What follows belongs to an exercise in optimizing a design on an open flow for small area, a short achievable clock period and few clock cycles; a production flow would make more cautious choices.
Only simulation tests tie the RTL to the original design; equivalence was not proved.
Power figures rest on the tool's default switching activity, not on a simulated workload.

==> design/flow/design.v <==
module megacode_core (
    input  wire        clk,
    input  wire        rst,         
    input  wire [31:0] cmd_data,
    input  wire        cmd_valid,
    output wire        cmd_ready,
    output reg  [63:0] rec_data,
    output reg         rec_valid,
    input  wire        rec_ready
);
    localparam IW = 20;
    localparam [IW-1:0] IDX_MAX = {IW{1'b1}};
    localparam [2:0] S_IDLE  = 3'd0,
                     S_E1    = 3'd1,    
                     S_E2    = 3'd2,    
                     S_GROUP = 3'd3,    
                     S_BDREC = 3'd4,    
                     S_DIAG  = 3'd5,    
                     S_DONE  = 3'd6;    
    localparam [1:0] CTX_RUN = 2'd0, CTX_E1 = 2'd1, CTX_E2 = 2'd2;
    reg [14:0] t11, t15;
    reg [16:0] t45, t75;
    reg [17:0] t105, tgb;
    reg [23:0] rate;
    reg        cbusy;
    reg [2:0]  ck;
    reg [4:0]  cs;
    reg [31:0] acc;
    reg [IW-1:0] idx;
    reg          above;
    reg          bv, ev;
    reg [IW-1:0] b;
    reg [IW-1:0] prev;
    reg [18:0]   tg_cnt;
    reg [22:0]   vbits;       
    reg          failed;
    reg          add_pend;
    reg [19:0]   edge_cnt;
    reg [18:0]   pulse_cnt, group_cnt;
    reg [14:0]   cand_cnt, value_cnt;
    reg [1:0]    fault;       
    reg [2:0]    state;
    reg [1:0]    ctx;
    reg [2:0]    diag_id;
    wire is_reset   = (cmd_data == 32'h1000_0000);
    wire is_setrate = (cmd_data[31:24] == 8'h20) && (cmd_data[23:0] != 24'd0);
    wire is_sample  = (cmd_data[31:16] == 16'h3000);
    wire is_end     = (cmd_data == 32'h4000_0000);
    wire s_gt = !cmd_data[15] && cmd_data[14] && (cmd_data[13:0] != 14'd0);
    wire s_lt = cmd_data[15] || !cmd_data[14];
    assign cmd_ready = (state == S_IDLE) && !rec_valid && !(cbusy && bv);
    wire fire = cmd_valid && cmd_ready;
    wire out_free = !rec_valid || rec_ready;
    wire run_ok  = (fault == 2'd0);
    wire do_samp = fire && run_ok && is_sample && (idx != IDX_MAX);
    wire rise = do_samp && !above && s_gt;
    wire fall = do_samp && above && s_lt;
    wire [IW-1:0] px_d = idx - b;
    wire px_tol = (px_d <= {5'd0, t11});
    wire [IW-1:0] g = b - prev;
    wire g_brk = (g > {2'd0, tgb});
    wire g15  = (g > {5'd0, t15});
    wire g45  = (g > {3'd0, t45});
    wire g75  = (g > {3'd0, t75});
    wire g105 = (g > {2'd0, t105});
    wire pbit = vbits[0];
    wire bd_bit  = pbit ? g45 : g75;
    wire bd_fail = pbit ? (!g15 || g75) : (!g45 || g105);
    wire emit_run = rise && bv && !px_tol;
    wire emit_e1  = (state == S_E1) && bv && ev;
    wire emit_p   = emit_run || emit_e1;
    wire tg_close = emit_p && (tg_cnt != 19'd0) && g_brk;
    wire tg_add   = emit_p && !tg_close;
    wire in_group = (state == S_GROUP) && out_free;
    wire in_bdrec = (state == S_BDREC) && out_free;
    wire cand24   = (tg_cnt == 19'd24);
    wire gdone    = (in_group && !cand24) || in_bdrec;
    reg [19:0] diag_count;
    always @(*) begin
        case (diag_id)
            3'd0:    diag_count = edge_cnt;
            3'd1:    diag_count = {1'b0, pulse_cnt};
            3'd2:    diag_count = {1'b0, group_cnt};
            3'd3:    diag_count = {5'd0, cand_cnt};
            default: diag_count = {5'd0, value_cnt};
        endcase
    end
    function [2:0] after(input [1:0] c);
        case (c)
            CTX_RUN: after = S_IDLE;
            CTX_E1:  after = S_E2;
            default: after = S_DIAG;
        endcase
    endfunction
    reg [6:0] kval;
    always @(*) begin
        case (ck)
            3'd0:    kval = 7'd11;
            3'd1:    kval = 7'd108;
            3'd2:    kval = 7'd15;
            3'd3:    kval = 7'd45;
            3'd4:    kval = 7'd75;
            default: kval = 7'd105;
        endcase
    end
    wire        kbit   = kval[3'd6 - cs[2:0]];
    wire        horner = (cs < 5'd7);
    wire [31:0] hop    = kbit ? {8'd0, rate} :
                         ((ck == 3'd1 && cs == 5'd6) ? 32'hFFFF_FFFF : 32'd0);
    wire [31:0] hsum   = (cs == 5'd0 ? 32'd0 : {acc[30:0], 1'b0}) + hop;
    wire [14:0] dt     = {acc[31:18], acc[17]};
    wire        dge    = (dt >= 15'd10000);
    wire [14:0] dt2    = dge ? dt - 15'd10000 : dt;
    wire [17:0] quo    = {acc[16:0], dge};
    always @(posedge clk) begin
        if (rst || (fire && is_reset)) begin
            cbusy  <= 1'b0;
            t11    <= 15'd26;
            t15    <= 15'd36;
            t45    <= 17'd108;
            t75    <= 17'd180;
            t105   <= 18'd252;
            tgb    <= 18'd259;
        end else if (fire && run_ok && is_setrate && idx == {IW{1'b0}}) begin
            rate  <= cmd_data[23:0];
            cbusy <= 1'b1;
            ck    <= 3'd0;
            cs    <= 5'd0;
        end else if (cbusy) begin
            if (horner) begin
                acc <= hsum;
                cs  <= cs + 1'b1;
            end else begin
                acc <= {dt2[13:0], acc[16:0], dge};
                if (cs == 5'd24) begin
                    case (ck)
                        3'd0:    t11  <= quo[14:0];
                        3'd1:    tgb  <= quo;
                        3'd2:    t15  <= quo[14:0];
                        3'd3:    t45  <= quo[16:0];
                        3'd4:    t75  <= quo[16:0];
                        default: t105 <= quo;
                    endcase
                    cs <= 5'd0;
                    ck <= ck + 1'b1;
                    if (ck == 3'd5) cbusy <= 1'b0;
                end else begin
                    cs <= cs + 1'b1;
                end
            end
        end
    end
    always @(posedge clk) begin
        if (rst) begin
            rec_valid <= 1'b0;
        end else if (fire && !is_reset && !run_ok) begin
            if (is_end) begin
                rec_valid <= 1'b1;
                rec_data  <= {4'h5, 57'd0, fault, 1'b0};
            end
        end else if (fire && !is_reset &&
                     ((is_sample && idx == IDX_MAX) ||
                      (is_setrate && idx != {IW{1'b0}}) ||
                      !(is_sample || is_setrate || is_end))) begin
            rec_valid <= 1'b1;
            if (is_sample)
                rec_data <= {4'hF, 4'd2, 24'd0, 12'd0, IDX_MAX};
            else
                rec_data <= {4'hF, 4'd3, 24'd0, cmd_data};
        end else if (in_group) begin
            rec_valid <= 1'b1;
            rec_data  <= {4'h3, 28'd0, 13'd0, tg_cnt};
        end else if (in_bdrec) begin
            rec_valid <= 1'b1;
            if (failed)
                rec_data <= {4'h2, 23'd0, vbits[4:0], 17'd0, cand_cnt};
            else
                rec_data <= {4'h1, 13'd0, vbits[22:0], 1'b1, vbits[22:0]};
        end else if (state == S_DIAG && out_free) begin
            rec_valid <= 1'b1;
            rec_data  <= {4'h4, 1'b0, diag_id, 24'd0, 12'd0, diag_count};
        end else if (state == S_DONE && out_free) begin
            rec_valid <= 1'b1;
            rec_data  <= {4'h5, 60'd0};
        end else if (rec_ready) begin
            rec_valid <= 1'b0;
        end
    end
    always @(posedge clk) begin
        if (rst || (fire && is_reset)) begin
            idx       <= {IW{1'b0}};
            above     <= 1'b0;
            bv        <= 1'b0;
            ev        <= 1'b0;
            tg_cnt    <= 19'd0;
            add_pend  <= 1'b0;
            edge_cnt  <= 20'd0;
            pulse_cnt <= 19'd0;
            group_cnt <= 19'd0;
            cand_cnt  <= 15'd0;
            value_cnt <= 15'd0;
            fault     <= 2'd0;
            state     <= S_IDLE;
            ctx       <= CTX_RUN;
            diag_id   <= 3'd0;
        end else begin
            if (fire && run_ok) begin
                if (is_sample) begin
                    if (idx == IDX_MAX) fault[0] <= 1'b1;
                    else idx <= idx + 1'b1;
                end else if (is_setrate) begin
                    if (idx != {IW{1'b0}}) fault[1] <= 1'b1;
                end else if (is_end) begin
                    state <= S_E1;
                end else begin
                    fault[1] <= 1'b1;
                end
            end
            if (rise || fall) begin
                above    <= !above;
                edge_cnt <= edge_cnt + 1'b1;
            end
            if (rise) begin
                if (!bv) begin
                    bv <= 1'b1;
                    b  <= idx;
                end else if (!px_tol) begin
                    b  <= idx;
                    ev <= 1'b0;
                end
            end
            if (fall && bv) begin
                if (px_tol) ev <= 1'b1;
                else begin bv <= 1'b0; ev <= 1'b0; end
            end
            if (emit_p) begin
                pulse_cnt <= pulse_cnt + 1'b1;
                prev      <= b;
            end
            if (tg_add) begin
                tg_cnt <= tg_cnt + 1'b1;
                if (tg_cnt == 19'd0) begin
                    vbits  <= 23'd1;
                    failed <= 1'b0;
                end else if (!failed && tg_cnt < 19'd24) begin
                    if (bd_fail) begin
                        failed     <= 1'b1;
                        vbits[4:0] <= tg_cnt[4:0];
                    end else begin
                        vbits <= {vbits[21:0], bd_bit};
                    end
                end
            end
            if (emit_run) begin
                if (tg_close) begin
                    add_pend <= 1'b1;
                    ctx      <= CTX_RUN;
                    state    <= S_GROUP;
                end
            end else if (state == S_E1) begin
                if (tg_close) begin
                    add_pend <= 1'b1;
                    ctx      <= CTX_E1;
                    state    <= S_GROUP;
                end else begin
                    state <= S_E2;
                end
            end else if (state == S_E2) begin
                if (tg_cnt != 19'd0) begin
                    add_pend <= 1'b0;
                    ctx      <= CTX_E2;
                    state    <= S_GROUP;
                end else begin
                    state <= S_DIAG;
                end
            end
            if (in_group) begin
                group_cnt <= group_cnt + 1'b1;
                if (cand24) state <= S_BDREC;
            end
            if (in_bdrec) begin
                cand_cnt <= cand_cnt + 1'b1;
                if (!failed) value_cnt <= value_cnt + 1'b1;
            end
            if (gdone) begin
                if (add_pend) begin
                    tg_cnt <= 19'd1;
                    vbits  <= 23'd1;
                    failed <= 1'b0;
                end else begin
                    tg_cnt <= 19'd0;
                end
                add_pend <= 1'b0;
                state    <= after(ctx);
            end
            if (state == S_DIAG && out_free) begin
                if (diag_id == 3'd4) state <= S_DONE;
                diag_id <= diag_id + 1'b1;
            end
            if (state == S_DONE && out_free) begin
                idx       <= {IW{1'b0}};
                above     <= 1'b0;
                bv        <= 1'b0;
                ev        <= 1'b0;
                tg_cnt    <= 19'd0;
                edge_cnt  <= 20'd0;
                pulse_cnt <= 19'd0;
                group_cnt <= 19'd0;
                cand_cnt  <= 15'd0;
                value_cnt <= 15'd0;
                diag_id   <= 3'd0;
                state     <= S_IDLE;
            end
        end
    end
endmodule
==> design/flow/run.sh <==
#!/bin/bash
# synth_recipe.tcl (not shown) runs the flow's synth.tcl, then flattens the netlist and writes it again
# the make line also repeats each setting of config.mk as NAME=value (left out here)
make -C /OpenROAD-flow-scripts/flow DESIGN_CONFIG=/design/flow/config.mk WORK_HOME=/design/flow/orfs CLKGATE_MAP_FILE= SYNTH_SCRIPT=/design/flow/synth_recipe.tcl finish
==> design/flow/config.mk <==
export PLATFORM = sky130hd
export DESIGN_NAME = megacode_core
export DESIGN_NICKNAME = megacode_core
export VERILOG_FILES = /design/flow/design.v
export SDC_FILE = /design/flow/constraint.sdc
export NUM_CORES = 4
export LEC_CHECK = 0
export CAP_MARGIN = 20
export CORE_MARGIN = 2
export CORE_UTILIZATION = 40
export PLACE_DENSITY = 0.6
export SLEW_MARGIN = 20
==> design/flow/constraint.sdc <==
create_clock -name core_clock -period 17.0 [get_ports {clk}]
set_input_delay 3.4000 -clock core_clock [delete_from_list [all_inputs] [get_ports {clk}]]
set_output_delay 3.4000 -clock core_clock [all_outputs]
set_load 0.01 [all_outputs]
==> run summary <==
==> sequential cells by signal (all words and copies together), names as in the netlist, 19 cells and up <==
name / flops
rate: 24
prev: 20
vbits: 23
b: 20
group_cnt: 19
edge_cnt: 20
pulse_cnt: 19
tg_cnt: 19
rec_data: 54
acc: 32
idx: 20
==> worst max-delay path, cell delays in order <==
cell             delay [ns]
clkdlybuf4s50_1        0.44
nor4_1                 0.82
nand4_1                0.39
nor4_1                 0.44
nor4_2                 0.15
nor3_1                 0.21
o21a_1                 0.60
nor2_1                 0.13
a21oi_1                0.16
inv_1                  0.10
nor2_4                 0.16
buf_4                  0.56
==> power groups by stage <==
stage / clock, uW / sequential (uW) / combinational [uW]
floorplan: 0 / 1110 / 38.3
global placement: 0 / 1110 / 85.0
detailed placement: 0 / 1110 / 86.0
CTS: 1150 / 1090 / 86.4
global route: 1190 / 1090 / 92.0
finish: 1130 / 1090 / 86.5
==> path summary, 6_finish.rpt <==
path / depth (start not counted) / startpoint / slack, ns / to
setup / recovery: 12 / cmd_data[0] / 9.64 / rec_data[41]
hold / removal: 2 / t15[3] / 0.45 / t15[3]
setup reg to reg: 16 / b[1] / 10.79 / vbits[10]
hold reg to reg: 2 / t15[3] / 0.45 / t15[3]
==> layout by cell type, fill, tap and decap left out, types with 19 or more instances in the layout <==
cell               n
a211oi_1          39
a21o_1            46
a21oi_1          218
a22oi_1           36
a31oi_1           19
and2_1            31
and3_1            43
buf_4             37
clkbuf_16         55
clkdlybuf4s50_1   91
dfxtp_1          243
edfxtp_1         182
ha_1             192
inv_1            181
mux2i_1           42
nand2_1          396
nand2b_1          21
nand3_1           84
nand4_1           48
nor2_1           225
nor2b_1           46
nor3_1            55
o211ai_1          32
o21a_1            21
o21ai_0          132
or3_1             32
xnor2_1           75
xor2_1            80
==> metal layers <==
layer  vias to the layer above  global-route usage, %  wire (um)
met5                         -                      0         17
met4                         2                  8.789       2633
met3                       150                  2.807       4530
met2                       638                  37.24      34340
met1                     10161                  31.25      33750
li1                      10289                      -          -
==> final cells by class <==
cell class	count	area [um^2]
clock inverters	20	222.7
clock buffers	74	1498
multi-input cells	2126	13690
inverters	182	683.2
fillers	6052	34060
diodes	2	5.005
well taps	846	1059
flip-flops and latches	425	10330
repair buffers	128	1189
==> per-stage QoR <==
| stage | instances | setup WS, ns |
|---|---|---|
| after floorplan | 2871 | 9.130 |
| after global placement | 3707 | 9.277 |
| after detailed placement | 3707 | 9.110 |
| after CTS | 3801 | 9.769 |
| after global routing | 3802 | 9.416 |
| final | 3803 | 9.644 |
==> kinds of logic (layout without fill, tap and decap cells) <==
kind of cell / Yosys count / after routing / share of synthesized area, %
flops: 425 / 425 / 40.99
other cells: 1 / 12 / 0.01488
mux: 53 / 53 / 2.160
buf+inv: 320 / 404 / 5.069
fa+ha+maj: 195 / 195 / 9.771
compound gates: 658 / 658 / 16.82
xor+xnor: 155 / 155 / 5.387
simple gates: 1055 / 1055 / 19.79
==> reports/results.txt <==
Post-Route WL = 75280 um
Setup-failing EPs final = 0
GRT overflow = 0
clock sink total = 425
drt initial violations = 1952
Least-Margin Pin Slew = 1.077 ns
critical path endpoint category = flip-flop
Slew Viols, Final = 0
Post-Route Skew = 0.02826 ns
routed via count = 21.24k
most frequent cell after synthesis = nand2_1
GR Util All Layers = 22.95%
core box area = 0.06274 mm^2
post-route cell area = 0.02868 mm^2
Hold Crit Class = reg2reg
setup tns final = 0 ns
Worst Hold Margin = 0.4547 ns
Sequential Power Share = 47.2%
Cell Rows = 92
Final min period = 7.356 ns
first-pass GRT wire length = 115700 um
I/O pin cnt = 102
ANT nets after route = 0
kind of critical path = in2reg
yosys warns = 1
Post-CTS Setup Repair Bufs = 0
switching fraction of total power = 23.04%
die span in y = 255 um
Clk Latency, worst-skew pair = 0.64 ns
Die Footprint = 0.06503 mm^2
Num CTS Buffers = 50
CTS tree = built
Initial Util = 40.17%
element type at the critical path start = input pin
biggest area consumer among synthesized cells = edfxtp_1
ratio of cells with drive above 1 in the final layout = 5.854%
RSZ-0062 raised after global routing = false
Clk pwr share = 49.0%
DR DRC count = 0
clock-pin slew on the worst setup and hold paths = 0.06 ns
Fmax achieved = 0.1359 GHz
number of synthesized register bits = 425
max_cap viols = 0
synth cell count leaders = nand2_1 (397), dfxtp_1 (243), nor2_1 (227)
worst-path fanout max = 50
run status = no timing/DRC/antenna violations
Seq/Total Area, Yosys = 40.99%
Final GP Congestion = 0.9219
largest net degree at the start of global routing = 97
top post-synthesis cells by area = edfxtp_1 (22%), dfxtp_1 (19%), ha_1 (9.5%)
Clock Path Buffers = 3
Logic pwr share = 3.8%
asr flop ratio synth = 0%
initial antenna violation count = 2
Crit path required time = 17.27 ns
Psw = 530.7 uW
area growth from synthesis to layout = 13.79%
count of cell types in the netlist = 91
relative slew slack = 27.80%
total power = 2303 uW
PD cells = 80.31 mW/mm^2
worst vdd ir = 0.07006 mV
Worst EP arrival = 7.62 ns
drt wl/cell = 19.79 um
cts hold-fix bufs = 0
H-Tree Depth = 2
share of the synthesized area in the top cell type = 21.69%
detail-routed via count per cell = 5.585
synthesized cell area = 0.02520 mm^2
Placement Cell Area = 0.02695 mm^2
post-synthesis cell count = 2862
post-cts resize count = 0
syn avg cell area = 8.805 um^2
nets = 3144
Detailed Place HPWL = 56010 um
Static Leak = 0.01092 uW
ys flop type = dfxtp_1
chip width = 255 um
Util after Layout = 45.71%
Post-synth EDFFs = 182
Tcrit/Tclk final = 43.27%
Root Driver = clkbuf_16
vias in the first global route = 20.17k
Port Buf Inserts = 91
final hold vios = 0
Cell Int Power = 1772 uW
Pre-antenna DRT Iters = 8
Testbench counts, summed over its fixed seeds: cycles 1,072,362.

afterwards: timing with drivers on the ports:
No port has a modelled driver above. Below, the same layout with a new extraction and two added sets of constraints.
Step 1 (the two cells are an assumption about what drives the block):
set clk [get_ports {clk}]
set_driving_cell -lib_cell sky130_fd_sc_hd__clkbuf_16 $clk
set_driving_cell -lib_cell sky130_fd_sc_hd__buf_2 [delete_from_list [all_inputs] $clk]
Step 2, shift: input delay + t, output delay - t, t = (earliest + latest rising clock arrival at the registers) / 2. This alone moves slack from input paths to output paths.
Three values: ideal, step 1, step 2; two values: the first two.
shift t [ns]: 0.681
setup slack, ns: 9.644 / 9.675 / 8.994
worst setup path at the end: input to register
slew at the worst register clock pin (ns): 0.06 / 0.06
worst slew at a driven data input, ns: 0.10
After both steps setup and hold are still met in this run. The setup slack of this run moves by +0.031 ns with the drivers and by -0.650 ns with both steps.
